Source: an optimization exercise on an open RTL-to-GDS flow (aim: small area and a short achievable clock period). Production flows keep margins and buffers that such runs may drop. At most, simulation tests tie the RTL to the original design; equivalence was not proved. The RTL of run 1 was laid out without a check of its function. Power figures rest on the tool's default switching activity, not on a simulated workload.

==> flow/design.v, too long to show whole: its modules and the start of the top module <==
// module atis_classifier: 312 lines
// module atis_mac_cm: 245 lines
// module atis_mac_sm: 245 lines
// module atis_mac_cs: 245 lines
// module atis_mac_ss: 245 lines
// module atis_fa: 9 lines
// module atis_ha: 8 lines
// module atis_sync: 128 lines
// module atis_decoder: 41 lines
module atis_decoder (
    input  wire        clk,
    input  wire        rst,
    input  wire        sample_valid,
    input  wire [15:0] sample,
    output wire        id_valid,
    output wire [34:0] id_pairs,
    output wire [3:0]  id_len,
    output wire [79:0] id_text,
    output reg         locked,
    output wire        fault_ovf
);
  // ...
==> flow/flow/run.sh <==
#!/bin/bash
# Own layout flow: the standard flow (standard.sh, unchanged synthesis,
# floorplan, power grid, placement, CTS and routing), with plain buffers
# instead of delay buffers on the ports, and timing repair asked for 8 ns
# of setup slack at the 12 ns clock. The full make output goes to
# standard.log; ORFS keeps each step's log under orfs/logs.
set -euo pipefail
export BUFFER_PORTS_ARGS="-buffer_cell sky130_fd_sc_hd__buf_2"
export SETUP_SLACK_MARGIN=8.0
bash standard.sh > standard.log 2>&1
==> flow/standard.sh <==
#!/bin/bash
# synth_recipe.tcl (not shown) runs the flow's synth.tcl, then flattens the netlist and writes it again
# the make line also repeats each setting of config.mk as NAME=value (left out here)
make -C /OpenROAD-flow-scripts/flow DESIGN_CONFIG=/design/flow/config.mk WORK_HOME=/design/flow/orfs CLKGATE_MAP_FILE= SYNTH_SCRIPT=/design/flow/synth_recipe.tcl "${@:-finish}"
==> flow/config.mk <==
export PLATFORM = sky130hd
export DESIGN_NAME = atis_decoder
export DESIGN_NICKNAME = atis_decoder
export VERILOG_FILES = /design/flow/design.v
export SDC_FILE = /design/flow/constraint.sdc
export NUM_CORES = 4
export LEC_CHECK = 0
export CAP_MARGIN = 20
export CORE_MARGIN = 2
export CORE_UTILIZATION = 65
export SLEW_MARGIN = 20
export SYNTH_HIERARCHICAL = 1
export SYNTH_MINIMUM_KEEP_SIZE = 0
==> flow/constraint.sdc <==
create_clock -name core_clock -period 12.0 [get_ports {clk}]
set_input_delay 2.4000 -clock core_clock [delete_from_list [all_inputs] [get_ports {clk}]]
set_output_delay 2.4000 -clock core_clock [all_outputs]
set_load 0.01 [all_outputs]
==> qor.yml, run 1 <==
status:
  status: "complete, no violations"
setup_path:
  crit_buf_inv: 1
  reg2regPathDepth: 7
  r2r-end: "u_classifier.u_mac_cs.c[12]"
  path_common_cell: "fa_1"
floorplan:
  ios: 141
  dieWidth_um: 277
timing:
  final.setup.tns_ns: 0
  max-slew-margin-rel_pct: 21.3
  final-hold-violation-count: 0
  finalCritPeriodShare_pct: 30.9
  fin_hold_ws_ns: 0.439
  tightest_slew_ns: 1.18
  finalCriticalPeriod_ns: 3.71
global_routing:
  busiest_layer: "met2"
  met3_usage_pct: 5.96
  antenna_found_initial: 3
cts:
  cts_max_level: 3
  cts_tree: "yes"
  cts_hold_buf: 0
  clockBufferDepth: 3
routing:
  wirelength_um: 121000
  wl_met3_um: 8560
synth:
  yosysTopAreaCellShare_pct: 22.3
  synthTopCellsByCount: "fa_1 (538), xnor2_1 (519), dfxtp_1 (463)"
  syn-cell-area_um2: 48300
  synthXorXnorAreaFrac_pct: 10.3
  yosys_most_used_dff: "dfxtp_1"
  synth_area_leaders: "fa_1 (22%), dfxtp_1 (19%), edfxtp_1 (10%)"
power_and_ir_drop:
  intPower_mw: 6.14
placed_design:
  post_dp_cell_area_um2: 48000
layout:
  fin_area_um2: 50700
  sh_seq_area_pct: 28.3
  seq_area_um2: 14400
  reg_top3: "u_sync.dig (40), u_sync.id_pairs (35)"
==> module atis_classifier, before the edit <==
module atis_classifier (
    input  wire        clk,
    input  wire        rst,            
    input  wire        sample_valid,   
    input  wire [15:0] sample,         
    output reg         rst_q,          
    output reg         bit_valid,
    output reg         bit_out
);
    reg        valid_q;
    reg        first_q;        
    reg [15:0] x_q;
    reg [19:0] oh;             
    wire       take = sample_valid && !rst;
    wire [19:0] oh_n = rst_q ? 20'd1 : !valid_q ? oh : {oh[18:0], oh[19]};
    wire [17:0] rom_cm_n = {|(oh_n & 20'h03fc0), |(oh_n & 20'he0f07), |(oh_n & 20'h1b0c8), |(oh_n & 20'h290a4), |(oh_n & 20'h02094), |(oh_n & 20'h39920), |(oh_n & 20'h82112), |(oh_n & 20'h04802), |(oh_n & 20'h935dc), |(oh_n & 20'h449b8), |(oh_n & 20'hd0040), |(oh_n & 20'h2d9ba), |(oh_n & 20'h37816), |(oh_n & 20'h60e04), |(oh_n & 20'h170b2), |(oh_n & 20'hd66da), |(oh_n & 20'h926d8), |(oh_n & 20'h44122)};
    wire [17:0] rom_sm_n = {|(oh_n & 20'h3fc00), |(oh_n & 20'h0f078), |(oh_n & 20'h30d86), |(oh_n & 20'h5094a), |(oh_n & 20'h11480), |(oh_n & 20'hc8b4e), |(oh_n & 20'h4929a), |(oh_n & 20'h89880), |(oh_n & 20'h6235a), |(oh_n & 20'ha0662), |(oh_n & 20'h08240), |(oh_n & 20'hb243e), |(oh_n & 20'h08806), |(oh_n & 20'h01804), |(oh_n & 20'h8e09a), |(oh_n & 20'h354b8), |(oh_n & 20'h104a8), |(oh_n & 20'ha5354)};
    wire [17:0] rom_cs_n = {|(oh_n & 20'hf81f0), |(oh_n & 20'h718e3), |(oh_n & 20'h8a514), |(oh_n & 20'h0001a), |(oh_n & 20'h10780), |(oh_n & 20'h4e03a), |(oh_n & 20'hd1f26), |(oh_n & 20'h11120), |(oh_n & 20'hc6e1e), |(oh_n & 20'h0a484), |(oh_n & 20'h4126c), |(oh_n & 20'h8a492), |(oh_n & 20'h014f0), |(oh_n & 20'h30d40), |(oh_n & 20'h830b6), |(oh_n & 20'hf2b8e), |(oh_n & 20'ha2206), |(oh_n & 20'h509c8)};
    wire [17:0] rom_ss_n = {|(oh_n & 20'hc0780), |(oh_n & 20'h8e31c), |(oh_n & 20'h514a2), |(oh_n & 20'h0bcf4), |(oh_n & 20'h03c10), |(oh_n & 20'hb80e4), |(oh_n & 20'h300c0), |(oh_n & 20'h09110), |(oh_n & 20'hf0ec6), |(oh_n & 20'hbc906), |(oh_n & 20'h6cd04), |(oh_n & 20'h920a2), |(oh_n & 20'h01618), |(oh_n & 20'h05610), |(oh_n & 20'h1a908), |(oh_n & 20'hc488a), |(oh_n & 20'hc088a), |(oh_n & 20'h27214)};
    reg        fin_go;         
    always @(posedge clk) begin
        rst_q   <= rst;
        valid_q <= take;
        x_q     <= take ? sample : 16'd0;
        oh      <= oh_n;
        fin_go  <= valid_q && oh[19];
    end
    wire       first_n = take && oh_n[0];
    wire [30:0] s_cm, c_cm;
    atis_mac_cm u_mac_cm (.clk(clk), .first_n(first_n), .rom_n(rom_cm_n), .x(x_q), .s(s_cm), .c(c_cm));
    wire [30:0] s_sm, c_sm;
    atis_mac_sm u_mac_sm (.clk(clk), .first_n(first_n), .rom_n(rom_sm_n), .x(x_q), .s(s_sm), .c(c_sm));
    wire [30:0] s_cs, c_cs;
    atis_mac_cs u_mac_cs (.clk(clk), .first_n(first_n), .rom_n(rom_cs_n), .x(x_q), .s(s_cs), .c(c_cs));
    wire [30:0] s_ss, c_ss;
    atis_mac_ss u_mac_ss (.clk(clk), .first_n(first_n), .rom_n(rom_ss_n), .x(x_q), .s(s_ss), .c(c_ss));
    wire [30:0] a_cm = s_cm + c_cm;
    reg  [19:0] f_cm;
    wire [30:0] a_sm = s_sm + c_sm;
    reg  [19:0] f_sm;
    wire [30:0] a_cs = s_cs + c_cs;
    reg  [19:0] f_cs;
    wire [30:0] a_ss = s_ss + c_ss;
    reg  [19:0] f_ss;
    reg       dg, fin;
    reg [9:0] ph;
    always @(posedge clk) begin
        if (rst_q) begin
            dg  <= 1'b0;
            ph  <= 10'd0;
            fin <= 1'b0;
        end else begin
            dg  <= fin_go;
            ph  <= {ph[8:0], dg};
            fin <= ph[9];
        end
    end
    always @(posedge clk) begin
        if (fin_go) begin
            f_cm <= a_cm[30:11];
            f_sm <= a_sm[30:11];
            f_cs <= a_cs[30:11];
            f_ss <= a_ss[30:11];
        end
    end
    wire [10:0] fo_cm = {1'b0, f_cm[19], f_cm[17], f_cm[15], f_cm[13], f_cm[11], f_cm[9], f_cm[7], f_cm[5], f_cm[3], f_cm[1]};
    wire [10:0] fe_cm = {1'b0, f_cm[18], f_cm[16], f_cm[14], f_cm[12], f_cm[10], f_cm[8], f_cm[6], f_cm[4], f_cm[2], f_cm[0]};
    wire bh_cm = |({ph, dg} & fo_cm);
    wire bl_cm = |({ph, dg} & fe_cm);
    reg  bp_cm, d_one_cm, d_two_cm, dneg_cm;
    wire bpn_cm = dg ? 1'b0 : bp_cm;
    wire e_one_cm = bl_cm ^ bpn_cm;
    wire e_two_cm = (bh_cm & ~bl_cm & ~bpn_cm) | (~bh_cm & bl_cm & bpn_cm);
    wire e_neg_cm = bh_cm & ~(bl_cm & bpn_cm);
    wire [10:0] fo_sm = {1'b0, f_sm[19], f_sm[17], f_sm[15], f_sm[13], f_sm[11], f_sm[9], f_sm[7], f_sm[5], f_sm[3], f_sm[1]};
    wire [10:0] fe_sm = {1'b0, f_sm[18], f_sm[16], f_sm[14], f_sm[12], f_sm[10], f_sm[8], f_sm[6], f_sm[4], f_sm[2], f_sm[0]};
    wire bh_sm = |({ph, dg} & fo_sm);
    wire bl_sm = |({ph, dg} & fe_sm);
    reg  bp_sm, d_one_sm, d_two_sm, dneg_sm;
    wire bpn_sm = dg ? 1'b0 : bp_sm;
    wire e_one_sm = bl_sm ^ bpn_sm;
    wire e_two_sm = (bh_sm & ~bl_sm & ~bpn_sm) | (~bh_sm & bl_sm & bpn_sm);
    wire e_neg_sm = bh_sm & ~(bl_sm & bpn_sm);
    wire [10:0] fo_cs = {1'b0, f_cs[19], f_cs[17], f_cs[15], f_cs[13], f_cs[11], f_cs[9], f_cs[7], f_cs[5], f_cs[3], f_cs[1]};
    wire [10:0] fe_cs = {1'b0, f_cs[18], f_cs[16], f_cs[14], f_cs[12], f_cs[10], f_cs[8], f_cs[6], f_cs[4], f_cs[2], f_cs[0]};
    wire bh_cs = |({ph, dg} & fo_cs);
    wire bl_cs = |({ph, dg} & fe_cs);
    reg  bp_cs, d_one_cs, d_two_cs, dneg_cs;
    wire bpn_cs = dg ? 1'b0 : bp_cs;
    wire e_one_cs = bl_cs ^ bpn_cs;
    wire e_two_cs = (bh_cs & ~bl_cs & ~bpn_cs) | (~bh_cs & bl_cs & bpn_cs);
    wire e_neg_cs = (e_one_cs | e_two_cs) & ~(bh_cs & ~(bl_cs & bpn_cs));
    wire [10:0] fo_ss = {1'b0, f_ss[19], f_ss[17], f_ss[15], f_ss[13], f_ss[11], f_ss[9], f_ss[7], f_ss[5], f_ss[3], f_ss[1]};
    wire [10:0] fe_ss = {1'b0, f_ss[18], f_ss[16], f_ss[14], f_ss[12], f_ss[10], f_ss[8], f_ss[6], f_ss[4], f_ss[2], f_ss[0]};
    wire bh_ss = |({ph, dg} & fo_ss);
    wire bl_ss = |({ph, dg} & fe_ss);
    reg  bp_ss, d_one_ss, d_two_ss, dneg_ss;
    wire bpn_ss = dg ? 1'b0 : bp_ss;
    wire e_one_ss = bl_ss ^ bpn_ss;
    wire e_two_ss = (bh_ss & ~bl_ss & ~bpn_ss) | (~bh_ss & bl_ss & bpn_ss);
    wire e_neg_ss = (e_one_ss | e_two_ss) & ~(bh_ss & ~(bl_ss & bpn_ss));
    always @(posedge clk) begin
        bp_cm <= bh_cm;
        d_one_cm <= e_one_cm; d_two_cm <= e_two_cm; dneg_cm <= e_neg_cm;
        bp_sm <= bh_sm;
        d_one_sm <= e_one_sm; d_two_sm <= e_two_sm; dneg_sm <= e_neg_sm;
        bp_cs <= bh_cs;
        d_one_cs <= e_one_cs; d_two_cs <= e_two_cs; dneg_cs <= e_neg_cs;
        bp_ss <= bh_ss;
        d_one_ss <= e_one_ss; d_two_ss <= e_two_ss; dneg_ss <= e_neg_ss;
    end
    wire [20:0] fx_cm = {f_cm[19], f_cm};
    wire [20:0] f2_cm = {f_cm, 1'b0};
    wire [20:0] sp_cm = (({21{d_one_cm}} & fx_cm) | ({21{d_two_cm}} & f2_cm)) ^ {21{dneg_cm}};
    wire [20:0] fx_sm = {f_sm[19], f_sm};
    wire [20:0] f2_sm = {f_sm, 1'b0};
    wire [20:0] sp_sm = (({21{d_one_sm}} & fx_sm) | ({21{d_two_sm}} & f2_sm)) ^ {21{dneg_sm}};
    wire [20:0] fx_cs = {f_cs[19], f_cs};
    wire [20:0] f2_cs = {f_cs, 1'b0};
    wire [20:0] sp_cs = (({21{d_one_cs}} & fx_cs) | ({21{d_two_cs}} & f2_cs)) ^ {21{dneg_cs}};
    wire [20:0] fx_ss = {f_ss[19], f_ss};
    wire [20:0] f2_ss = {f_ss, 1'b0};
    wire [20:0] sp_ss = (({21{d_one_ss}} & fx_ss) | ({21{d_two_ss}} & f2_ss)) ^ {21{dneg_ss}};
    reg  [21:0] ps_s, ps_c;
    reg         ps_cf, sticky;
    wire [23:0] tsn_s, tsn_c;
    wire ts_1, ts_2, ts_3, ts_4, ts_5, ts_6, ts_7, ts_8, ts_9, ts_10, ts_11, ts_12, ts_13, ts_14, ts_15, ts_16, ts_17, ts_18, ts_19, ts_20, ts_21, ts_22, ts_23, ts_24, ts_25, ts_26, ts_27, ts_28, ts_29, ts_30, ts_31, ts_32, ts_33, ts_34, ts_35, ts_36, ts_37, ts_38, ts_39, ts_40, ts_41, ts_42, ts_43, ts_44, ts_45, ts_46, ts_47, ts_48, ts_49, ts_50, ts_51, ts_52, ts_53, ts_54, ts_55, ts_56, ts_57, ts_58, ts_59, ts_60, ts_61, ts_62, ts_63, ts_64, ts_65, ts_66, ts_67, ts_68, ts_69, ts_70, ts_71, ts_72, ts_73, ts_74, ts_75, ts_76, ts_77, ts_78, ts_79, ts_80, ts_81, ts_82, ts_83, ts_84, ts_85, ts_86, ts_87, ts_88, ts_89, ts_90, ts_91, ts_92, ts_93, ts_94, ts_95, ts_96, ts_97, ts_98, ts_99, ts_100, ts_101, ts_102, ts_103, ts_104, ts_105, ts_106, ts_107, ts_108, ts_109, ts_110, ts_111, ts_112, ts_113, ts_114, ts_115, ts_116, ts_117, ts_118, ts_119, ts_120, ts_121, ts_122, ts_123, ts_124, ts_125, ts_126, ts_127, ts_128, ts_129, ts_130, ts_131, ts_132, ts_133, ts_134, ts_135, ts_136, ts_137, ts_138, ts_139, ts_140, ts_141, ts_142, ts_143, ts_144, ts_145, ts_146, ts_147, ts_148, ts_149, ts_150, ts_151, ts_152, ts_153, ts_154, ts_155, ts_156, ts_157, ts_158, ts_159, ts_160, ts_161, ts_162, ts_163, ts_164, ts_165, ts_166, ts_167, ts_168, ts_169, ts_170, ts_171, ts_172, ts_173, ts_174, ts_175, ts_176, ts_177, ts_178, ts_179, ts_180, ts_181, ts_182, ts_183, ts_184, ts_185, ts_186, ts_187, ts_188, ts_189, ts_190, ts_191, ts_192, ts_193, ts_194, ts_195, ts_196, ts_197, ts_198, ts_199, ts_200, ts_201, ts_202, ts_203, ts_204, ts_205, ts_206, ts_207, ts_208, ts_209, ts_210, ts_211, ts_212, ts_213, ts_214, ts_215, ts_216, ts_217, ts_218, ts_219, ts_220, ts_221, ts_222;
    atis_fa ts_1_fa (.a(ps_s[0]), .b(ps_c[0]), .c(ps_cf), .s(ts_1), .co(ts_2));
    atis_fa ts_3_fa (.a(dneg_cm), .b(dneg_sm), .c(dneg_cs), .s(ts_3), .co(ts_4));
    atis_ha ts_5_ha (.a(dneg_ss), .b(ts_1), .s(ts_5), .co(ts_6));
    atis_fa ts_7_fa (.a(ps_s[1]), .b(ps_c[1]), .c(ts_2), .s(ts_7), .co(ts_8));
    atis_ha ts_9_ha (.a(sp_cm[1]), .b(sp_sm[1]), .s(ts_9), .co(ts_10));
    atis_fa ts_11_fa (.a(ps_s[2]), .b(ps_c[2]), .c(sp_cm[2]), .s(ts_11), .co(ts_12));
    atis_ha ts_13_ha (.a(ps_s[3]), .b(ps_c[3]), .s(ts_13), .co(ts_14));
    atis_ha ts_15_ha (.a(ps_s[4]), .b(ps_c[4]), .s(ts_15), .co(ts_16));
    atis_ha ts_17_ha (.a(ps_s[5]), .b(ps_c[5]), .s(ts_17), .co(ts_18));
    atis_ha ts_19_ha (.a(ps_s[6]), .b(ps_c[6]), .s(ts_19), .co(ts_20));
    atis_ha ts_21_ha (.a(ps_s[7]), .b(ps_c[7]), .s(ts_21), .co(ts_22));
    atis_ha ts_23_ha (.a(ps_s[8]), .b(ps_c[8]), .s(ts_23), .co(ts_24));
    atis_ha ts_25_ha (.a(ps_s[9]), .b(ps_c[9]), .s(ts_25), .co(ts_26));
    atis_ha ts_27_ha (.a(ps_s[10]), .b(ps_c[10]), .s(ts_27), .co(ts_28));
    atis_ha ts_29_ha (.a(ps_s[11]), .b(ps_c[11]), .s(ts_29), .co(ts_30));
    atis_ha ts_31_ha (.a(ps_s[12]), .b(ps_c[12]), .s(ts_31), .co(ts_32));
    atis_ha ts_33_ha (.a(ps_s[13]), .b(ps_c[13]), .s(ts_33), .co(ts_34));
    atis_ha ts_35_ha (.a(ps_s[14]), .b(ps_c[14]), .s(ts_35), .co(ts_36));
    atis_ha ts_37_ha (.a(ps_s[15]), .b(ps_c[15]), .s(ts_37), .co(ts_38));
    atis_ha ts_39_ha (.a(ps_s[16]), .b(ps_c[16]), .s(ts_39), .co(ts_40));
    atis_ha ts_41_ha (.a(ps_s[17]), .b(ps_c[17]), .s(ts_41), .co(ts_42));
    atis_ha ts_43_ha (.a(ps_s[18]), .b(ps_c[18]), .s(ts_43), .co(ts_44));
    atis_ha ts_45_ha (.a(ps_s[19]), .b(ps_c[19]), .s(ts_45), .co(ts_46));
    atis_ha ts_47_ha (.a(ps_s[20]), .b(ps_c[20]), .s(ts_47), .co(ts_48));
    atis_fa ts_49_fa (.a(ts_3), .b(sp_cm[0]), .c(sp_sm[0]), .s(ts_49), .co(ts_50));
    atis_fa ts_51_fa (.a(ts_4), .b(sp_cs[1]), .c(sp_ss[1]), .s(ts_51), .co(ts_52));
    atis_ha ts_53_ha (.a(ts_6), .b(ts_7), .s(ts_53), .co(ts_54));
    atis_fa ts_55_fa (.a(sp_sm[2]), .b(sp_cs[2]), .c(sp_ss[2]), .s(ts_55), .co(ts_56));
    atis_fa ts_57_fa (.a(ts_8), .b(ts_10), .c(ts_11), .s(ts_57), .co(ts_58));
    atis_fa ts_59_fa (.a(ts_13), .b(sp_cm[3]), .c(sp_sm[3]), .s(ts_59), .co(ts_60));
    atis_fa ts_61_fa (.a(sp_cs[3]), .b(sp_ss[3]), .c(ts_12), .s(ts_61), .co(ts_62));
    atis_fa ts_63_fa (.a(ts_14), .b(ts_15), .c(sp_cm[4]), .s(ts_63), .co(ts_64));
    atis_fa ts_65_fa (.a(sp_sm[4]), .b(sp_cs[4]), .c(sp_ss[4]), .s(ts_65), .co(ts_66));
    atis_fa ts_67_fa (.a(ts_16), .b(ts_17), .c(sp_cm[5]), .s(ts_67), .co(ts_68));
    atis_fa ts_69_fa (.a(sp_sm[5]), .b(sp_cs[5]), .c(sp_ss[5]), .s(ts_69), .co(ts_70));
    atis_fa ts_71_fa (.a(ts_18), .b(ts_19), .c(sp_cm[6]), .s(ts_71), .co(ts_72));
    atis_fa ts_73_fa (.a(sp_sm[6]), .b(sp_cs[6]), .c(sp_ss[6]), .s(ts_73), .co(ts_74));
    atis_fa ts_75_fa (.a(ts_20), .b(ts_21), .c(sp_cm[7]), .s(ts_75), .co(ts_76));
    atis_fa ts_77_fa (.a(sp_sm[7]), .b(sp_cs[7]), .c(sp_ss[7]), .s(ts_77), .co(ts_78));
    atis_fa ts_79_fa (.a(ts_22), .b(ts_23), .c(sp_cm[8]), .s(ts_79), .co(ts_80));
    atis_fa ts_81_fa (.a(sp_sm[8]), .b(sp_cs[8]), .c(sp_ss[8]), .s(ts_81), .co(ts_82));
    atis_fa ts_83_fa (.a(ts_24), .b(ts_25), .c(sp_cm[9]), .s(ts_83), .co(ts_84));
    atis_fa ts_85_fa (.a(sp_sm[9]), .b(sp_cs[9]), .c(sp_ss[9]), .s(ts_85), .co(ts_86));
    atis_fa ts_87_fa (.a(ts_26), .b(ts_27), .c(sp_cm[10]), .s(ts_87), .co(ts_88));
    atis_fa ts_89_fa (.a(sp_sm[10]), .b(sp_cs[10]), .c(sp_ss[10]), .s(ts_89), .co(ts_90));
    atis_fa ts_91_fa (.a(ts_28), .b(ts_29), .c(sp_cm[11]), .s(ts_91), .co(ts_92));
    atis_fa ts_93_fa (.a(sp_sm[11]), .b(sp_cs[11]), .c(sp_ss[11]), .s(ts_93), .co(ts_94));
    atis_fa ts_95_fa (.a(ts_30), .b(ts_31), .c(sp_cm[12]), .s(ts_95), .co(ts_96));
    atis_fa ts_97_fa (.a(sp_sm[12]), .b(sp_cs[12]), .c(sp_ss[12]), .s(ts_97), .co(ts_98));
    atis_fa ts_99_fa (.a(ts_32), .b(ts_33), .c(sp_cm[13]), .s(ts_99), .co(ts_100));
    atis_fa ts_101_fa (.a(sp_sm[13]), .b(sp_cs[13]), .c(sp_ss[13]), .s(ts_101), .co(ts_102));
    atis_fa ts_103_fa (.a(ts_34), .b(ts_35), .c(sp_cm[14]), .s(ts_103), .co(ts_104));
    atis_fa ts_105_fa (.a(sp_sm[14]), .b(sp_cs[14]), .c(sp_ss[14]), .s(ts_105), .co(ts_106));
    atis_fa ts_107_fa (.a(ts_36), .b(ts_37), .c(sp_cm[15]), .s(ts_107), .co(ts_108));
    atis_fa ts_109_fa (.a(sp_sm[15]), .b(sp_cs[15]), .c(sp_ss[15]), .s(ts_109), .co(ts_110));
    atis_fa ts_111_fa (.a(ts_38), .b(ts_39), .c(sp_cm[16]), .s(ts_111), .co(ts_112));
    atis_fa ts_113_fa (.a(sp_sm[16]), .b(sp_cs[16]), .c(sp_ss[16]), .s(ts_113), .co(ts_114));
    atis_fa ts_115_fa (.a(ts_40), .b(ts_41), .c(sp_cm[17]), .s(ts_115), .co(ts_116));
    atis_fa ts_117_fa (.a(sp_sm[17]), .b(sp_cs[17]), .c(sp_ss[17]), .s(ts_117), .co(ts_118));
    atis_fa ts_119_fa (.a(ts_42), .b(ts_43), .c(sp_cm[18]), .s(ts_119), .co(ts_120));
    atis_fa ts_121_fa (.a(sp_sm[18]), .b(sp_cs[18]), .c(sp_ss[18]), .s(ts_121), .co(ts_122));
    atis_fa ts_123_fa (.a(ts_44), .b(ts_45), .c(sp_cm[19]), .s(ts_123), .co(ts_124));
    atis_fa ts_125_fa (.a(sp_sm[19]), .b(sp_cs[19]), .c(sp_ss[19]), .s(ts_125), .co(ts_126));
    atis_fa ts_127_fa (.a(ts_46), .b(ts_47), .c(~sp_cm[20]), .s(ts_127), .co(ts_128));
    atis_fa ts_129_fa (.a(~sp_sm[20]), .b(~sp_cs[20]), .c(~sp_ss[20]), .s(ts_129), .co(ts_130));
    atis_ha ts_131_ha (.a(ps_s[21]), .b(ps_c[21]), .s(ts_131), .co(ts_132));
    atis_ha ts_133_ha (.a(sp_cs[0]), .b(sp_ss[0]), .s(ts_133), .co(ts_134));
    atis_fa ts_135_fa (.a(ts_9), .b(ts_50), .c(ts_51), .s(ts_135), .co(ts_136));
    atis_fa ts_137_fa (.a(ts_52), .b(ts_55), .c(ts_54), .s(ts_137), .co(ts_138));
    atis_fa ts_139_fa (.a(ts_56), .b(ts_59), .c(ts_61), .s(ts_139), .co(ts_140));
    atis_fa ts_141_fa (.a(ts_60), .b(ts_63), .c(ts_65), .s(ts_141), .co(ts_142));
    atis_fa ts_143_fa (.a(ts_64), .b(ts_66), .c(ts_67), .s(ts_143), .co(ts_144));
    atis_fa ts_145_fa (.a(ts_68), .b(ts_70), .c(ts_71), .s(ts_145), .co(ts_146));
    atis_fa ts_147_fa (.a(ts_72), .b(ts_74), .c(ts_75), .s(ts_147), .co(ts_148));
    atis_fa ts_149_fa (.a(ts_76), .b(ts_78), .c(ts_79), .s(ts_149), .co(ts_150));
    atis_fa ts_151_fa (.a(ts_80), .b(ts_82), .c(ts_83), .s(ts_151), .co(ts_152));
    atis_fa ts_153_fa (.a(ts_84), .b(ts_86), .c(ts_87), .s(ts_153), .co(ts_154));
    atis_fa ts_155_fa (.a(ts_88), .b(ts_90), .c(ts_91), .s(ts_155), .co(ts_156));
    atis_fa ts_157_fa (.a(ts_92), .b(ts_94), .c(ts_95), .s(ts_157), .co(ts_158));
    atis_fa ts_159_fa (.a(ts_96), .b(ts_98), .c(ts_99), .s(ts_159), .co(ts_160));
    atis_fa ts_161_fa (.a(ts_100), .b(ts_102), .c(ts_103), .s(ts_161), .co(ts_162));
    atis_fa ts_163_fa (.a(ts_104), .b(ts_106), .c(ts_107), .s(ts_163), .co(ts_164));
    atis_fa ts_165_fa (.a(ts_108), .b(ts_110), .c(ts_111), .s(ts_165), .co(ts_166));
    atis_fa ts_167_fa (.a(ts_112), .b(ts_114), .c(ts_115), .s(ts_167), .co(ts_168));
    atis_fa ts_169_fa (.a(ts_116), .b(ts_118), .c(ts_119), .s(ts_169), .co(ts_170));
    atis_fa ts_171_fa (.a(ts_120), .b(ts_122), .c(ts_123), .s(ts_171), .co(ts_172));
    atis_fa ts_173_fa (.a(ts_124), .b(ts_126), .c(ts_127), .s(ts_173), .co(ts_174));
    atis_fa ts_175_fa (.a(ts_48), .b(ts_131), .c(ts_128), .s(ts_175), .co(ts_176));
    atis_ha ts_177_ha (.a(ts_5), .b(ts_133), .s(ts_177), .co(ts_178));
    atis_fa ts_179_fa (.a(ts_134), .b(ts_53), .c(ts_135), .s(ts_179), .co(ts_180));
    atis_fa ts_181_fa (.a(ts_136), .b(ts_57), .c(ts_137), .s(ts_181), .co(ts_182));
    atis_fa ts_183_fa (.a(ts_58), .b(ts_138), .c(ts_139), .s(ts_183), .co(ts_184));
    atis_fa ts_185_fa (.a(ts_62), .b(ts_141), .c(ts_140), .s(ts_185), .co(ts_186));
    atis_fa ts_187_fa (.a(ts_69), .b(ts_142), .c(ts_143), .s(ts_187), .co(ts_188));
    atis_fa ts_189_fa (.a(ts_73), .b(ts_144), .c(ts_145), .s(ts_189), .co(ts_190));
    atis_fa ts_191_fa (.a(ts_77), .b(ts_146), .c(ts_147), .s(ts_191), .co(ts_192));
    atis_fa ts_193_fa (.a(ts_81), .b(ts_148), .c(ts_149), .s(ts_193), .co(ts_194));
    atis_fa ts_195_fa (.a(ts_85), .b(ts_150), .c(ts_151), .s(ts_195), .co(ts_196));
    atis_fa ts_197_fa (.a(ts_89), .b(ts_152), .c(ts_153), .s(ts_197), .co(ts_198));
    atis_fa ts_199_fa (.a(ts_93), .b(ts_154), .c(ts_155), .s(ts_199), .co(ts_200));
    atis_fa ts_201_fa (.a(ts_97), .b(ts_156), .c(ts_157), .s(ts_201), .co(ts_202));
    atis_fa ts_203_fa (.a(ts_101), .b(ts_158), .c(ts_159), .s(ts_203), .co(ts_204));
    atis_fa ts_205_fa (.a(ts_105), .b(ts_160), .c(ts_161), .s(ts_205), .co(ts_206));
    atis_fa ts_207_fa (.a(ts_109), .b(ts_162), .c(ts_163), .s(ts_207), .co(ts_208));
    atis_fa ts_209_fa (.a(ts_113), .b(ts_164), .c(ts_165), .s(ts_209), .co(ts_210));
    atis_fa ts_211_fa (.a(ts_117), .b(ts_166), .c(ts_167), .s(ts_211), .co(ts_212));
    atis_fa ts_213_fa (.a(ts_121), .b(ts_168), .c(ts_169), .s(ts_213), .co(ts_214));
    atis_fa ts_215_fa (.a(ts_125), .b(ts_170), .c(ts_171), .s(ts_215), .co(ts_216));
    atis_fa ts_217_fa (.a(ts_129), .b(ts_172), .c(ts_173), .s(ts_217), .co(ts_218));
    atis_fa ts_219_fa (.a(ts_130), .b(ts_175), .c(ts_174), .s(ts_219), .co(ts_220));
    atis_ha ts_221_ha (.a(ts_132), .b(ts_176), .s(ts_221), .co(ts_222));
    assign tsn_s[0] = ts_49;
    assign tsn_c[0] = ts_177;
    assign tsn_s[1] = ts_178;
    assign tsn_c[1] = ts_179;
    assign tsn_s[2] = ts_180;
    assign tsn_c[2] = ts_181;
    assign tsn_s[3] = ts_182;
    assign tsn_c[3] = ts_183;
    assign tsn_s[4] = ts_184;
    assign tsn_c[4] = ts_185;
    assign tsn_s[5] = ts_187;
    assign tsn_c[5] = ts_186;
    assign tsn_s[6] = ts_188;
    assign tsn_c[6] = ts_189;
    assign tsn_s[7] = ts_190;
    assign tsn_c[7] = ts_191;
    assign tsn_s[8] = ts_192;
    assign tsn_c[8] = ts_193;
    assign tsn_s[9] = ts_194;
    assign tsn_c[9] = ts_195;
    assign tsn_s[10] = ts_196;
    assign tsn_c[10] = ts_197;
    assign tsn_s[11] = ts_198;
    assign tsn_c[11] = ts_199;
    assign tsn_s[12] = ts_200;
    assign tsn_c[12] = ts_201;
    assign tsn_s[13] = ts_202;
    assign tsn_c[13] = ts_203;
    assign tsn_s[14] = ts_204;
    assign tsn_c[14] = ts_205;
    assign tsn_s[15] = ts_206;
    assign tsn_c[15] = ts_207;
    assign tsn_s[16] = ts_208;
    assign tsn_c[16] = ts_209;
    assign tsn_s[17] = ts_210;
    assign tsn_c[17] = ts_211;
    assign tsn_s[18] = ts_212;
    assign tsn_c[18] = ts_213;
    assign tsn_s[19] = ts_214;
    assign tsn_c[19] = ts_215;
    assign tsn_s[20] = ts_216;
    assign tsn_c[20] = ts_217;
    assign tsn_s[21] = ts_218;
    assign tsn_c[21] = ts_219;
    assign tsn_s[22] = ts_221;
    assign tsn_c[22] = ts_220;
    assign tsn_s[23] = ts_222;
    assign tsn_c[23] = 1'b0;
    wire [2:0] lo = {1'b0, tsn_s[1:0]} + {1'b0, tsn_c[1:0]};
    wire       busy = |ph;
    always @(posedge clk) begin
        if (dg) begin
            ps_s   <= 22'd0;
            ps_c   <= 22'd0;
            ps_cf  <= 1'b0;
            sticky <= 1'b0;
        end else if (busy) begin
            ps_s   <= tsn_s[23:2];
            ps_c   <= tsn_c[23:2];
            ps_cf  <= lo[2];
            sticky <= sticky | (lo[1:0] != 2'd0);
        end
    end
    localparam [24:0] NBIAS = 25'd32156331;
    wire [24:0] z = {3'b000, ps_s} + {3'b000, ps_c} + {24'd0, ps_cf} + {24'd0, sticky} + NBIAS;
    always @(posedge clk) begin
        if (rst_q)
            bit_valid <= 1'b0;
        else
            bit_valid <= fin;
        if (fin)
            bit_out <= !z[24];
    end
endmodule
==> inputs of run 2 (changes only) <==
--- a/flow/design.v
+++ b/flow/design.v
@@ -8,37 +8,33 @@
     output reg         bit_out
 );
     reg        valid_q;
     reg        first_q;        
     reg [15:0] x_q;
     reg [19:0] oh;             
     wire       take = sample_valid && !rst;
     wire [19:0] oh_n = rst_q ? 20'd1 : !valid_q ? oh : {oh[18:0], oh[19]};
-    wire [17:0] rom_cm_n = {|(oh_n & 20'h03fc0), |(oh_n & 20'he0f07), |(oh_n & 20'h1b0c8), |(oh_n & 20'h290a4), |(oh_n & 20'h02094), |(oh_n & 20'h39920), |(oh_n & 20'h82112), |(oh_n & 20'h04802), |(oh_n & 20'h935dc), |(oh_n & 20'h449b8), |(oh_n & 20'hd0040), |(oh_n & 20'h2d9ba), |(oh_n & 20'h37816), |(oh_n & 20'h60e04), |(oh_n & 20'h170b2), |(oh_n & 20'hd66da), |(oh_n & 20'h926d8), |(oh_n & 20'h44122)};
-    wire [17:0] rom_sm_n = {|(oh_n & 20'h3fc00), |(oh_n & 20'h0f078), |(oh_n & 20'h30d86), |(oh_n & 20'h5094a), |(oh_n & 20'h11480), |(oh_n & 20'hc8b4e), |(oh_n & 20'h4929a), |(oh_n & 20'h89880), |(oh_n & 20'h6235a), |(oh_n & 20'ha0662), |(oh_n & 20'h08240), |(oh_n & 20'hb243e), |(oh_n & 20'h08806), |(oh_n & 20'h01804), |(oh_n & 20'h8e09a), |(oh_n & 20'h354b8), |(oh_n & 20'h104a8), |(oh_n & 20'ha5354)};
-    wire [17:0] rom_cs_n = {|(oh_n & 20'hf81f0), |(oh_n & 20'h718e3), |(oh_n & 20'h8a514), |(oh_n & 20'h0001a), |(oh_n & 20'h10780), |(oh_n & 20'h4e03a), |(oh_n & 20'hd1f26), |(oh_n & 20'h11120), |(oh_n & 20'hc6e1e), |(oh_n & 20'h0a484), |(oh_n & 20'h4126c), |(oh_n & 20'h8a492), |(oh_n & 20'h014f0), |(oh_n & 20'h30d40), |(oh_n & 20'h830b6), |(oh_n & 20'hf2b8e), |(oh_n & 20'ha2206), |(oh_n & 20'h509c8)};
-    wire [17:0] rom_ss_n = {|(oh_n & 20'hc0780), |(oh_n & 20'h8e31c), |(oh_n & 20'h514a2), |(oh_n & 20'h0bcf4), |(oh_n & 20'h03c10), |(oh_n & 20'hb80e4), |(oh_n & 20'h300c0), |(oh_n & 20'h09110), |(oh_n & 20'hf0ec6), |(oh_n & 20'hbc906), |(oh_n & 20'h6cd04), |(oh_n & 20'h920a2), |(oh_n & 20'h01618), |(oh_n & 20'h05610), |(oh_n & 20'h1a908), |(oh_n & 20'hc488a), |(oh_n & 20'hc088a), |(oh_n & 20'h27214)};
     reg        fin_go;         
     always @(posedge clk) begin
         rst_q   <= rst;
         valid_q <= take;
         x_q     <= take ? sample : 16'd0;
         oh      <= oh_n;
         fin_go  <= valid_q && oh[19];
     end
     wire       first_n = take && oh_n[0];
     wire [30:0] s_cm, c_cm;
-    atis_mac_cm u_mac_cm (.clk(clk), .first_n(first_n), .rom_n(rom_cm_n), .x(x_q), .s(s_cm), .c(c_cm));
+    atis_mac_cm u_mac_cm (.clk(clk), .first_n(first_n), .oh_n(oh_n), .x(x_q), .s(s_cm), .c(c_cm));
     wire [30:0] s_sm, c_sm;
-    atis_mac_sm u_mac_sm (.clk(clk), .first_n(first_n), .rom_n(rom_sm_n), .x(x_q), .s(s_sm), .c(c_sm));
+    atis_mac_sm u_mac_sm (.clk(clk), .first_n(first_n), .oh_n(oh_n), .x(x_q), .s(s_sm), .c(c_sm));
     wire [30:0] s_cs, c_cs;
-    atis_mac_cs u_mac_cs (.clk(clk), .first_n(first_n), .rom_n(rom_cs_n), .x(x_q), .s(s_cs), .c(c_cs));
+    atis_mac_cs u_mac_cs (.clk(clk), .first_n(first_n), .oh_n(oh_n), .x(x_q), .s(s_cs), .c(c_cs));
     wire [30:0] s_ss, c_ss;
-    atis_mac_ss u_mac_ss (.clk(clk), .first_n(first_n), .rom_n(rom_ss_n), .x(x_q), .s(s_ss), .c(c_ss));
+    atis_mac_ss u_mac_ss (.clk(clk), .first_n(first_n), .oh_n(oh_n), .x(x_q), .s(s_ss), .c(c_ss));
     wire [30:0] a_cm = s_cm + c_cm;
     reg  [19:0] f_cm;
     wire [30:0] a_sm = s_sm + c_sm;
     reg  [19:0] f_sm;
     wire [30:0] a_cs = s_cs + c_cs;
     reg  [19:0] f_cs;
     wire [30:0] a_ss = s_ss + c_ss;
     reg  [19:0] f_ss;
@@ -308,26 +304,27 @@
             bit_valid <= fin;
         if (fin)
             bit_out <= !z[24];
     end
 endmodule
 module atis_mac_cm (
     input  wire        clk,
     input  wire        first_n,    
-    input  wire [17:0] rom_n,      
+    input  wire [19:0] oh_n,       
     input  wire [15:0] x,          
     output reg  [30:0] s,
     output reg  [30:0] c
 );
     reg        first_q;
     reg [17:0] rom_cm;
+    wire [17:0] rom_cm_n = {|(oh_n & 20'h03fc0), |(oh_n & 20'he0f07), |(oh_n & 20'h1b0c8), |(oh_n & 20'h290a4), |(oh_n & 20'h02094), |(oh_n & 20'h39920), |(oh_n & 20'h82112), |(oh_n & 20'h04802), |(oh_n & 20'h935dc), |(oh_n & 20'h449b8), |(oh_n & 20'hd0040), |(oh_n & 20'h2d9ba), |(oh_n & 20'h37816), |(oh_n & 20'h60e04), |(oh_n & 20'h170b2), |(oh_n & 20'hd66da), |(oh_n & 20'h926d8), |(oh_n & 20'h44122)};
     always @(posedge clk) begin
         first_q <= first_n;
-        rom_cm  <= rom_n;
+        rom_cm  <= rom_cm_n;
     end
     wire [16:0] xs = {x[15], x};
     wire [16:0] x2 = {x, 1'b0};
     wire [16:0] pp_cm_0 = (({17{rom_cm[0]}} & xs) | ({17{rom_cm[1]}} & x2)) ^ {17{rom_cm[2]}};
     wire [16:0] pp_cm_1 = (({17{rom_cm[3]}} & xs) | ({17{rom_cm[4]}} & x2)) ^ {17{rom_cm[5]}};
     wire [16:0] pp_cm_2 = (({17{rom_cm[6]}} & xs) | ({17{rom_cm[7]}} & x2)) ^ {17{rom_cm[8]}};
     wire [16:0] pp_cm_3 = (({17{rom_cm[9]}} & xs) | ({17{rom_cm[10]}} & x2)) ^ {17{rom_cm[11]}};
     wire [16:0] pp_cm_4 = (({17{rom_cm[12]}} & xs) | ({17{rom_cm[13]}} & x2)) ^ {17{rom_cm[14]}};
@@ -553,26 +550,27 @@
     always @(posedge clk) begin
         s <= sn_cm;
         c <= cn_cm;
     end
 endmodule
 module atis_mac_sm (
     input  wire        clk,
     input  wire        first_n,    
-    input  wire [17:0] rom_n,      
+    input  wire [19:0] oh_n,       
     input  wire [15:0] x,          
     output reg  [30:0] s,
     output reg  [30:0] c
 );
     reg        first_q;
     reg [17:0] rom_sm;
+    wire [17:0] rom_sm_n = {|(oh_n & 20'h3fc00), |(oh_n & 20'h0f078), |(oh_n & 20'h30d86), |(oh_n & 20'h5094a), |(oh_n & 20'h11480), |(oh_n & 20'hc8b4e), |(oh_n & 20'h4929a), |(oh_n & 20'h89880), |(oh_n & 20'h6235a), |(oh_n & 20'ha0662), |(oh_n & 20'h08240), |(oh_n & 20'hb243e), |(oh_n & 20'h08806), |(oh_n & 20'h01804), |(oh_n & 20'h8e09a), |(oh_n & 20'h354b8), |(oh_n & 20'h104a8), |(oh_n & 20'ha5354)};
     always @(posedge clk) begin
         first_q <= first_n;
-        rom_sm  <= rom_n;
+        rom_sm  <= rom_sm_n;
     end
     wire [16:0] xs = {x[15], x};
     wire [16:0] x2 = {x, 1'b0};
     wire [16:0] pp_sm_0 = (({17{rom_sm[0]}} & xs) | ({17{rom_sm[1]}} & x2)) ^ {17{rom_sm[2]}};
     wire [16:0] pp_sm_1 = (({17{rom_sm[3]}} & xs) | ({17{rom_sm[4]}} & x2)) ^ {17{rom_sm[5]}};
     wire [16:0] pp_sm_2 = (({17{rom_sm[6]}} & xs) | ({17{rom_sm[7]}} & x2)) ^ {17{rom_sm[8]}};
     wire [16:0] pp_sm_3 = (({17{rom_sm[9]}} & xs) | ({17{rom_sm[10]}} & x2)) ^ {17{rom_sm[11]}};
     wire [16:0] pp_sm_4 = (({17{rom_sm[12]}} & xs) | ({17{rom_sm[13]}} & x2)) ^ {17{rom_sm[14]}};
@@ -798,26 +796,27 @@
     always @(posedge clk) begin
         s <= sn_sm;
         c <= cn_sm;
     end
 endmodule
 module atis_mac_cs (
     input  wire        clk,
     input  wire        first_n,    
-    input  wire [17:0] rom_n,      
+    input  wire [19:0] oh_n,       
     input  wire [15:0] x,          
     output reg  [30:0] s,
     output reg  [30:0] c
 );
     reg        first_q;
     reg [17:0] rom_cs;
+    wire [17:0] rom_cs_n = {|(oh_n & 20'hf81f0), |(oh_n & 20'h718e3), |(oh_n & 20'h8a514), |(oh_n & 20'h0001a), |(oh_n & 20'h10780), |(oh_n & 20'h4e03a), |(oh_n & 20'hd1f26), |(oh_n & 20'h11120), |(oh_n & 20'hc6e1e), |(oh_n & 20'h0a484), |(oh_n & 20'h4126c), |(oh_n & 20'h8a492), |(oh_n & 20'h014f0), |(oh_n & 20'h30d40), |(oh_n & 20'h830b6), |(oh_n & 20'hf2b8e), |(oh_n & 20'ha2206), |(oh_n & 20'h509c8)};
     always @(posedge clk) begin
         first_q <= first_n;
-        rom_cs  <= rom_n;
+        rom_cs  <= rom_cs_n;
     end
     wire [16:0] xs = {x[15], x};
     wire [16:0] x2 = {x, 1'b0};
     wire [16:0] pp_cs_0 = (({17{rom_cs[0]}} & xs) | ({17{rom_cs[1]}} & x2)) ^ {17{rom_cs[2]}};
     wire [16:0] pp_cs_1 = (({17{rom_cs[3]}} & xs) | ({17{rom_cs[4]}} & x2)) ^ {17{rom_cs[5]}};
     wire [16:0] pp_cs_2 = (({17{rom_cs[6]}} & xs) | ({17{rom_cs[7]}} & x2)) ^ {17{rom_cs[8]}};
     wire [16:0] pp_cs_3 = (({17{rom_cs[9]}} & xs) | ({17{rom_cs[10]}} & x2)) ^ {17{rom_cs[11]}};
     wire [16:0] pp_cs_4 = (({17{rom_cs[12]}} & xs) | ({17{rom_cs[13]}} & x2)) ^ {17{rom_cs[14]}};
@@ -1043,26 +1042,27 @@
     always @(posedge clk) begin
         s <= sn_cs;
         c <= cn_cs;
     end
 endmodule
 module atis_mac_ss (
     input  wire        clk,
     input  wire        first_n,    
-    input  wire [17:0] rom_n,      
+    input  wire [19:0] oh_n,       
     input  wire [15:0] x,          
     output reg  [30:0] s,
     output reg  [30:0] c
 );
     reg        first_q;
     reg [17:0] rom_ss;
+    wire [17:0] rom_ss_n = {|(oh_n & 20'hc0780), |(oh_n & 20'h8e31c), |(oh_n & 20'h514a2), |(oh_n & 20'h0bcf4), |(oh_n & 20'h03c10), |(oh_n & 20'hb80e4), |(oh_n & 20'h300c0), |(oh_n & 20'h09110), |(oh_n & 20'hf0ec6), |(oh_n & 20'hbc906), |(oh_n & 20'h6cd04), |(oh_n & 20'h920a2), |(oh_n & 20'h01618), |(oh_n & 20'h05610), |(oh_n & 20'h1a908), |(oh_n & 20'hc488a), |(oh_n & 20'hc088a), |(oh_n & 20'h27214)};
     always @(posedge clk) begin
         first_q <= first_n;
-        rom_ss  <= rom_n;
+        rom_ss  <= rom_ss_n;
     end
     wire [16:0] xs = {x[15], x};
     wire [16:0] x2 = {x, 1'b0};
     wire [16:0] pp_ss_0 = (({17{rom_ss[0]}} & xs) | ({17{rom_ss[1]}} & x2)) ^ {17{rom_ss[2]}};
     wire [16:0] pp_ss_1 = (({17{rom_ss[3]}} & xs) | ({17{rom_ss[4]}} & x2)) ^ {17{rom_ss[5]}};
     wire [16:0] pp_ss_2 = (({17{rom_ss[6]}} & xs) | ({17{rom_ss[7]}} & x2)) ^ {17{rom_ss[8]}};
     wire [16:0] pp_ss_3 = (({17{rom_ss[9]}} & xs) | ({17{rom_ss[10]}} & x2)) ^ {17{rom_ss[11]}};
     wire [16:0] pp_ss_4 = (({17{rom_ss[12]}} & xs) | ({17{rom_ss[13]}} & x2)) ^ {17{rom_ss[14]}};
==> flow/flow/run.sh (replaced) <==
#!/bin/bash
# Own layout flow: the standard flow (standard.sh, unchanged synthesis,
# floorplan, power grid, placement, CTS and routing), with plain buffers
# instead of delay buffers on the ports, and timing repair asked for 8.5 ns
# of setup slack at the 12 ns clock. The full make output goes to
# standard.log; ORFS keeps each step's log under orfs/logs.
set -euo pipefail
export BUFFER_PORTS_ARGS="-buffer_cell sky130_fd_sc_hd__buf_2"
export SETUP_SLACK_MARGIN=8.5
bash standard.sh > standard.log 2>&1
==> run 2 against run 1 <==
Synthesized cell count up 0.77%. Total power down 1.8%. Cell area up 0.35%. Sequential power about the same. Clock skew down 0.00059 ns. Sequential cell count unchanged. Critical path type is now register to output port. Largest power group unchanged. Highest routed layer is now met4.
==> qor.yml, run 2 <==
timing:
  final.setup.tns_ns: 0  # unchanged
  finalCritPeriodShare_pct: 30.3  # was 30.9%
  tightest_slew_ns: 1.17  # was 1.18 ns
  max-slew-margin-rel_pct: 22.0  # was 21.3%
  finalCriticalPeriod_ns: 3.63  # was 3.71 ns
  maxSlewViolCount: 0  # unchanged
  finalSetupViolations: 0  # unchanged
  grt_setup_unrepaired: "true"  # was false
  final-hold-violation-count: 0  # unchanged
  max_freq_ghz: 0.275  # was 0.269 GHz
  fin_skew_ns: 0.0265  # was 0.0271 ns
status:
  status: "complete, no violations"  # unchanged
global_routing:
  met3_usage_pct: 5.29  # was 5.96%
  grt_max_degree: 82  # unchanged
  busiest_layer: "met2"  # unchanged
  grt_pass1_vias: 32500  # was 34,300
  grt_usage_pct: 31.7  # was 32.1%
  met1_usage_pct: 44.6  # was 41.8%
  use_met2_pct: 50.7  # was 53.4%
  grt-ovfl-total: 0  # unchanged
  antenna_found_initial: 4  # was 3
  grt_pass1_wl_um: 185000  # was 192,000 µm
layout:
  fin_area_um2: 50900  # was 50,700 µm²
  drive_above_1_share_pct: 11.6  # was 13.8%
  final_common_cell: "fa_1"  # unchanged
  area_delta_synth_final_pct: 7.01  # was 4.94%
  top_register: "u_sync.dig"  # unchanged
  reg_top3: "u_sync.dig (40), u_sync.id_pairs (35)"  # unchanged
  final_cell_mix: "fa_1 (538), xnor2_1 (516), dfxtp_1 (422)"  # was fa_1 (538), xnor2_1 (519), dfxtp_1 (433)
  layout.nets: 5057  # was 4,958
  largest_reg_flops: 40  # unchanged
floorplan:
  die_h_um: 274  # was 277 µm
  rows: 99  # unchanged
  start_util_pct: 65.4  # was 65.9%
  dieWidth_um: 274  # was 277 µm
  ios: 141  # unchanged
  die_area_um2: 75300  # was 76,500 µm²
  core_um2: 72700  # was 73,300 µm²
cts:
  cts_max_level: 3  # unchanged
  cts_hold_buf: 0  # unchanged
  clockBufferDepth: 3  # unchanged
  cts_buffers: 73  # unchanged
  cts.clk_slew.worst_paths_ns: 0.06  # about the same
  worstSkewPairLatency_ns: 0.64  # was 0.66 ns
  cts_tree: "yes"  # unchanged
  cts_sinks: 631  # unchanged
  clockRootBuffer: "clkbuf_16"  # unchanged
synth:
  syn_avg_cell_area_um2: 11.3  # was 11.6 µm²
  synthCells: 4198  # was 4,166
  yosys_most_used_dff: "dfxtp_1"  # unchanged
  yosysTopAreaCellShare_pct: 22.7  # was 22.3%
  ys_ff_latch: 631  # unchanged
  yosysMostFrequentCell: "fa_1"  # unchanged
  synth-async-reset-ratio_pct: 0  # unchanged
  ys_types: 89  # was 87
  synth_largest_area_cell: "fa_1"  # unchanged
  yosysWarnings: 14  # unchanged
  synthTopCellsByCount: "fa_1 (538), xnor2_1 (516), dfxtp_1 (463)"  # was fa_1 (538), xnor2_1 (519), dfxtp_1 (463)
  syn-cell-area_um2: 47500  # was 48,300 µm²
  synth_area_leaders: "fa_1 (23%), dfxtp_1 (19%), edfxtp_1 (11%)"  # was fa_1 (22%), dfxtp_1 (19%), edfxtp_1 (10%)
  ys_seq_area_share_pct: 30.1  # was 29.6%
  synth-edff-count: 168  # unchanged
power_and_ir_drop:
  p_per_area_nw_per_um2: 192  # was 196 nW/µm²
  p_leak_nw: 21.0  # was 20.7 nW
  peakVddDrop_mv: 0.160  # was 0.151 mV
setup_path:
  crit_buf_inv: 1  # unchanged
  cp.arrival_ns: 1.23  # was 4.24 ns
  critPathLaunchType: "register"  # unchanged
  cp_data_required_time_ns: 9.60  # was 12.53 ns
  worstSetupEndpointType: "output port"  # was register
  worstPathCellList: "buf_2"  # was buf_4 > a22oi_1 > xnor2_1 > fa_1 > fa_1 > fa_1 > fa_1
  path_class: "register to output port"  # was register to register
  cp_slowest_stage_delay_ns: 0.43  # was 0.85 ns
  rrSetupSlack_ns: 8.53  # was 8.29 ns
  critical-path-top-delay-family: "flip-flops"  # was adder cells
  crit_fanout: 2  # was 25
  crit_path_top_delay_cell: "edfxtp_1"  # was dfxtp_2
routing:
  drt_pass1_iterations: 6  # was 5
  drt_iter0_drc: 2584  # was 2,675
  via_count: 31800  # about the same
  wirelength_um: 117000  # was 121,000 µm
  drc_errors: 0  # unchanged
  ant_nets: 0  # unchanged
  wl_per_cell_um: 22.5  # was 23.7 µm
  via_per_inst: 6.09  # was 6.21
placed_design:
  post_dp_cell_area_um2: 47800  # was 48,000 µm²
  io_buffer_count: 99  # unchanged
  place.gp.congestion: 0.911  # was 0.989
  dp_hpwl_um: 82300  # was 86,900 µm
hold_path:
  hold_class: "register to register"  # unchanged
job:
  cap_viol_max_count: 0  # unchanged
[run 2: worst paths after layout]
kind | from | to | depth (start not counted)
setup / recovery | u_sync.drop | id_len[0] | 1
hold / removal | u_classifier.bit_out | u_sync.ring[9] | 0
setup reg to reg | u_classifier.dneg_sm | u_classifier.sticky | 8
hold reg to reg | u_classifier.bit_out | u_sync.ring[9] | 0
[run 2: area by class of cell]
type                    count  area [µm²]
diodes                      2        5.00
clock buffers              90        2000
clock inverters            45         519
repair buffers            205        1410
multi-input cells        3157       30900
inverters                 129         484
well taps                 959        1200
flip-flops and latches    631       14400
fillers                  5362       21800
[run 2: Yosys stat by module (local to each module, per instance)]
module	flip-flops and latches	cells inside
atis_fa	0	1
atis_mac_cs	81	460
atis_ha	0	1
atis_mac_cm	81	453
atis_mac_sm	81	455
atis_mac_ss	81	454
atis_classifier	194	1411
atis_sync	112	323
atis_decoder	1	3
[run 2: power by group]
part | internal, mW | total (mW) | switching, mW | leakage, nW
logic | 1.91 | 4.34 | 2.43 | 14.5
registers | 2.79 | 3.08 | 0.289 | 5.31
clock network | 1.36 | 2.33 | 0.968 | 1.21
total | 6.06 | 9.75 | 3.69 | 21.0
[run 2: logic make-up after synthesis]
kind of cell	share of synthesized area [%]
multiplexers	0.632
buffers and inverters	5.31
XOR/XNOR	10.6
AND/OR/NAND/NOR	9.57
other	0.0316
adder cells (fa/ha/maj)	30.6
flip-flops	30.1
AO/OA/AOI/OAI	13.2
[run 2: timing repair]
action                                  CTS  global route
buffers inserted                         30            17
endpoints found under the hold margin     0             0
gates resized for setup                  10            36
endpoints found under the setup margin   84           120
[run 2: metrics by stage]
step | std cells | worst slack [ns] | hold slack [ns] | total power, mW | utilization, %
after CTS | 5198 | 8.31 | 0.419 | 9.82 | 69.6
after floorplan | 4236 | 8.70 | 0.400 | 6.28 | -
after detailed placement | 5033 | 8.00 | 0.411 | 7.43 | 65.8
after global placement | 5033 | 8.07 | 0.407 | 7.26 | 65.8
final | 5218 | 8.37 | 0.425 | 9.75 | 70.0
after global routing | 5216 | 8.33 | 0.427 | 10.5 | 70.0
[run 2: layer usage]
metal	wire, µm	share of wire (%)
met2	54900	47
met1	51500	44
met5	0	0
met3	8000	6.8
met4	2940	2.5
==> inputs of run 3 (changes only) <==
--- a/flow/config.mk
+++ b/flow/config.mk
@@ -10,2 +10,4 @@
 export CORE_UTILIZATION = 65
+export CTS_CLUSTER_DIAMETER = 80
+export CTS_CLUSTER_SIZE = 24
 export SLEW_MARGIN = 20
==> run 3 against run 2 <==
Still clean. Synthesized cell count unchanged. Cell area shrank 1.8%. Register-to-register slack lost 0.02 ns. Clock power is 27% lower. Non-clock buffer count is 2 higher. Wire length shrank 0.77%. Count of clock-buffer cells in the layout down 36. Critical path depth stayed put. Setup slack worse by 0.0071 ns. Via count down 0.59%. First-iteration DRC count grew 3.4%. Critical endpoint unchanged. Largest power group unchanged.
==> qor.yml, run 3 <==
status:
  status: "complete, no violations"  # unchanged
setup_path:
  crit_path_top_delay_cell: "edfxtp_1"  # unchanged
  regToRegStartpoint: "u_classifier.dneg_sm"  # unchanged
  worstSetupEndpointType: "output port"  # unchanged
  critPathLaunchType: "register"  # unchanged
  rrSetupSlack_ns: 8.51  # was 8.53 ns
  critical-path-top-delay-family: "flip-flops"  # unchanged
  reg2regPathDepth: 8  # unchanged
  cp_data_required_time_ns: 9.60  # about the same
  crit_buf_inv: 1  # unchanged
  cp_slowest_stage_delay_ns: 0.45  # was 0.43 ns
  r2r-end: "u_classifier.sticky"  # unchanged
  crit_fanout: 2  # unchanged
  path_class: "register to output port"  # unchanged
  worstPathCellList: "buf_2"  # unchanged
  cp.arrival_ns: 1.24  # was 1.23 ns
layout:
  layout.nets: 5031  # was 5,057
  final_common_cell: "fa_1"  # unchanged
  top_register: "u_sync.dig"  # unchanged
  seq_area_um2: 14400  # about the same
  reg_top3: "u_sync.dig (40), u_sync.id_pairs (35)"  # unchanged
  nFillCells: 5436  # was 5,362
  drive_above_1_share_pct: 10.8  # was 11.6%
  final_cell_mix: "fa_1 (538), xnor2_1 (516), dfxtp_1 (421)"  # was fa_1 (538), xnor2_1 (516), dfxtp_1 (422)
  multi_input_area_um2: 30900  # about the same
  largest_reg_flops: 40  # unchanged
  n_antenna_cell: 0  # was 2
  final_cell_count_no_fill: 5166  # was 5,218
  area_delta_synth_final_pct: 5.11  # was 7.01%
cts:
  clockBufferDepth: 3  # unchanged
  cts_max_level: 2  # was 3
  cts_buffers: 45  # was 73
  worstSkewPairLatency_ns: 0.62  # was 0.64 ns
  cts_sinks: 631  # unchanged
  clockRootBuffer: "clkbuf_16"  # unchanged
  cts.clk_slew.worst_paths_ns: 0.09  # was 0.06 ns
  cts_hold_buf: 0  # unchanged
  cts_tree: "yes"  # unchanged
routing:
  wirelength_um: 116000  # was 117,000 µm
  drc_errors: 0  # unchanged
  wl_per_cell_um: 22.5  # about the same
  wl_met3_um: 7830  # was 8000 µm
  drt_iter0_drc: 2673  # was 2,584
  highest_layer: "met4"  # unchanged
  drt_pass1_iterations: 6  # unchanged
  wl_met1_um: 51300  # was 51,500 µm
  via_count: 31600  # was 31,800
  via_per_inst: 6.11  # was 6.09
  wl_met2_um: 54200  # was 54,900 µm
  ant_nets: 0  # unchanged
global_routing:
  antenna_found_initial: 3  # was 4
  grt_pass1_vias: 32200  # was 32,500
  grt_pass1_wl_um: 184000  # was 185,000 µm
  grt_usage_pct: 31.4  # was 31.7%
  grt-ovfl-total: 0  # unchanged
  grt_max_degree: 82  # unchanged
floorplan:
  rows: 99  # unchanged
  die_h_um: 274  # unchanged
  core_um2: 72700  # unchanged
  start_util_pct: 65.4  # unchanged
  dieWidth_um: 274  # unchanged
  ios: 141  # unchanged
  die_area_um2: 75300  # unchanged
timing:
  finalCritPeriodShare_pct: 30.3  # about the same
  finalCriticalPeriod_ns: 3.64  # was 3.63 ns
  grt_setup_unrepaired: "true"  # unchanged
  max_freq_ghz: 0.275  # about the same
  max-slew-margin-rel_pct: 21.4  # was 22.0%
  tightest_slew_ns: 1.18  # was 1.17 ns
  finalSetupViolations: 0  # unchanged
  final.setup.tns_ns: 0  # unchanged
  maxSlewViolCount: 0  # unchanged
  fin_skew_ns: 0.0346  # was 0.0265 ns
  final-hold-violation-count: 0  # unchanged
synth:
  yosysWarnings: 14  # unchanged
  ys_types: 89  # unchanged
  synth_largest_area_cell: "fa_1"  # unchanged
  ys_ff_latch: 631  # unchanged
  yosysTopAreaCellShare_pct: 22.7  # unchanged
  yosysMostFrequentCell: "fa_1"  # unchanged
  synth-async-reset-ratio_pct: 0  # unchanged
  synth_area_leaders: "fa_1 (23%), dfxtp_1 (19%), edfxtp_1 (11%)"  # unchanged
  synthTopCellsByCount: "fa_1 (538), xnor2_1 (516), dfxtp_1 (463)"  # unchanged
  syn-cell-area_um2: 47500  # unchanged
  ys_seq_area_share_pct: 30.1  # unchanged
  syn_avg_cell_area_um2: 11.3  # unchanged
  synthCells: 4198  # unchanged
  synth-edff-count: 168  # unchanged
  yosys_most_used_dff: "dfxtp_1"  # unchanged
placed_design:
  dp.cells: 5033  # unchanged
  io_buffer_count: 99  # unchanged
  place.gp.congestion: 0.911  # unchanged
  dp_hpwl_um: 82300  # unchanged
power_and_ir_drop:
  p_per_area_nw_per_um2: 182  # was 192 nW/µm²
  p_leak_nw: 20.6  # was 21.0 nW
  finalPower_mw: 9.09  # was 9.75 mW
  peakVddDrop_mv: 0.148  # was 0.160 mV
hold_path:
  hold_class: "register to register"  # unchanged
  holdPathStages: 0  # unchanged
  hold_start: "u_classifier.bit_out"  # unchanged
  min_to: "u_sync.ring[9]"  # unchanged
job:
  cap_viol_max_count: 0  # unchanged
==> run 3: routing by layer <==
metal | up-vias | global-route usage, %
met1 | 15700 | 44.6
met3 | 230 | 4.60
met5 | - | 0
li1 | 14400 | -
met2 | 1227 | 50.0
met4 | 0 | 9.51
==> run 3: worst max-delay path by stage <==
stage / startpoint / endpoint / slack (ns) / cells after the start
2_1_floorplan: u_classifier.dneg_cs / u_classifier.sticky / 8.70 / 9
4_1_cts: u_sync.drop / id_len[0] / 8.30 / 1
3_5_place_dp: u_classifier.dneg_cm / u_classifier.sticky / 8.00 / 7
5_1_grt: u_sync.drop / id_len[0] / 8.31 / 1
3_3_place_gp: u_classifier.dneg_cm / u_classifier.sticky / 8.07 / 7
6_report: u_sync.drop / id_len[0] / 8.36 / 1
==> run 3: layout make-up <==
| class | instances | area share [%] |
|---|---|---|
| Sequential cell | 631 | 28.8 |
| Tap cell | 959 | 2.40 |
| Inverter | 129 | 0.969 |
| Clock inverter | 29 | 0.791 |
| Clock buffer | 54 | 2.45 |
| Multi-Input combinational cell | 3157 | 61.8 |
| Timing Repair Buffer | 207 | 2.84 |
==> run 3: power by group <==
group          internal (mW)  switching (mW)  total, mW
Clock                  0.809           0.886       1.69
Sequential              2.79           0.289       3.07
Combinational           1.90            2.42       4.32
==> run 3: stage by stage <==
stage / area [µm²] / hold WS, ns / setup slack [ns] / util, %
2_1_floorplan: 47700 / 0.400 / 8.70 / -
3_3_place_gp: 47800 / 0.407 / 8.07 / 65.8
3_5_place_dp: 47800 / 0.411 / 8.00 / 65.8
4_1_cts: 49700 / 0.437 / 8.30 / 68.3
5_1_grt: 50000 / 0.449 / 8.31 / 68.7
6_report: 50000 / 0.435 / 8.36 / 68.7
==> run 3: timing repair <==
| item | CTS | global route |
|---|---|---|
| resized for setup | 10 | 37 |
| setup buffers | 29 | 20 |
| endpoints found under the setup margin | 84 | 113 |
==> run 3: logic make-up (layout without fill, tap and decap cells) <==
kind of cell | count (synthesis) | in the layout | share of synthesized area, %
AO/OA/AOI/OAI | 821 | 821 | 13.2
XOR/XNOR | 574 | 574 | 10.6
adder cells (fa/ha/maj) | 841 | 841 | 30.6
buffers and inverters | 448 | 419 | 5.31
flip-flops | 631 | 631 | 30.1
multiplexers | 29 | 29 | 0.632
other | 4 | 42 | 0.0316
AND/OR/NAND/NOR | 850 | 850 | 9.57
==> run 3: Yosys stat by module (local to each module, per instance) <==
| module | times used | flip-flops and latches | cells inside |
|---|---|---|---|
| atis_mac_cs | 1 | 81 | 460 |
| atis_mac_sm | 1 | 81 | 455 |
| atis_mac_ss | 1 | 81 | 454 |
| atis_ha | 105 | 0 | 1 |
| atis_fa | 534 | 0 | 1 |
| atis_classifier | 1 | 194 | 1411 |
| atis_sync | 1 | 112 | 323 |
| atis_decoder | 1 | 1 | 3 |
| atis_mac_cm | 1 | 81 | 453 |

separate check: timing with driven ports:
In the flow no input, the clock included, has a driving cell. The finished layouts below were timed again as built, in two steps.
Step 1, drivers: a clkbuf_16 drives clk and a buf_2 each remaining input, both assumed.
Step 2 moves the port delays by t, midway between the first and last clock arrival at a register: inputs arrive t later, outputs are due t later. That takes back most of the time a late clock gives input paths.
a / b / c = ideal / step 1 / step 2; a / b = the first two.
run	t, ns	setup WS [ns]	worst setup path after step 2
run 1	0.715	8.286 / 8.243 / 8.286	register to register
run 2	0.693	8.369 / 8.304 / 8.526	register to register
run 3	0.675	8.362 / 8.291 / 8.512	register to register
After both steps setup and hold are still met in every run listed.
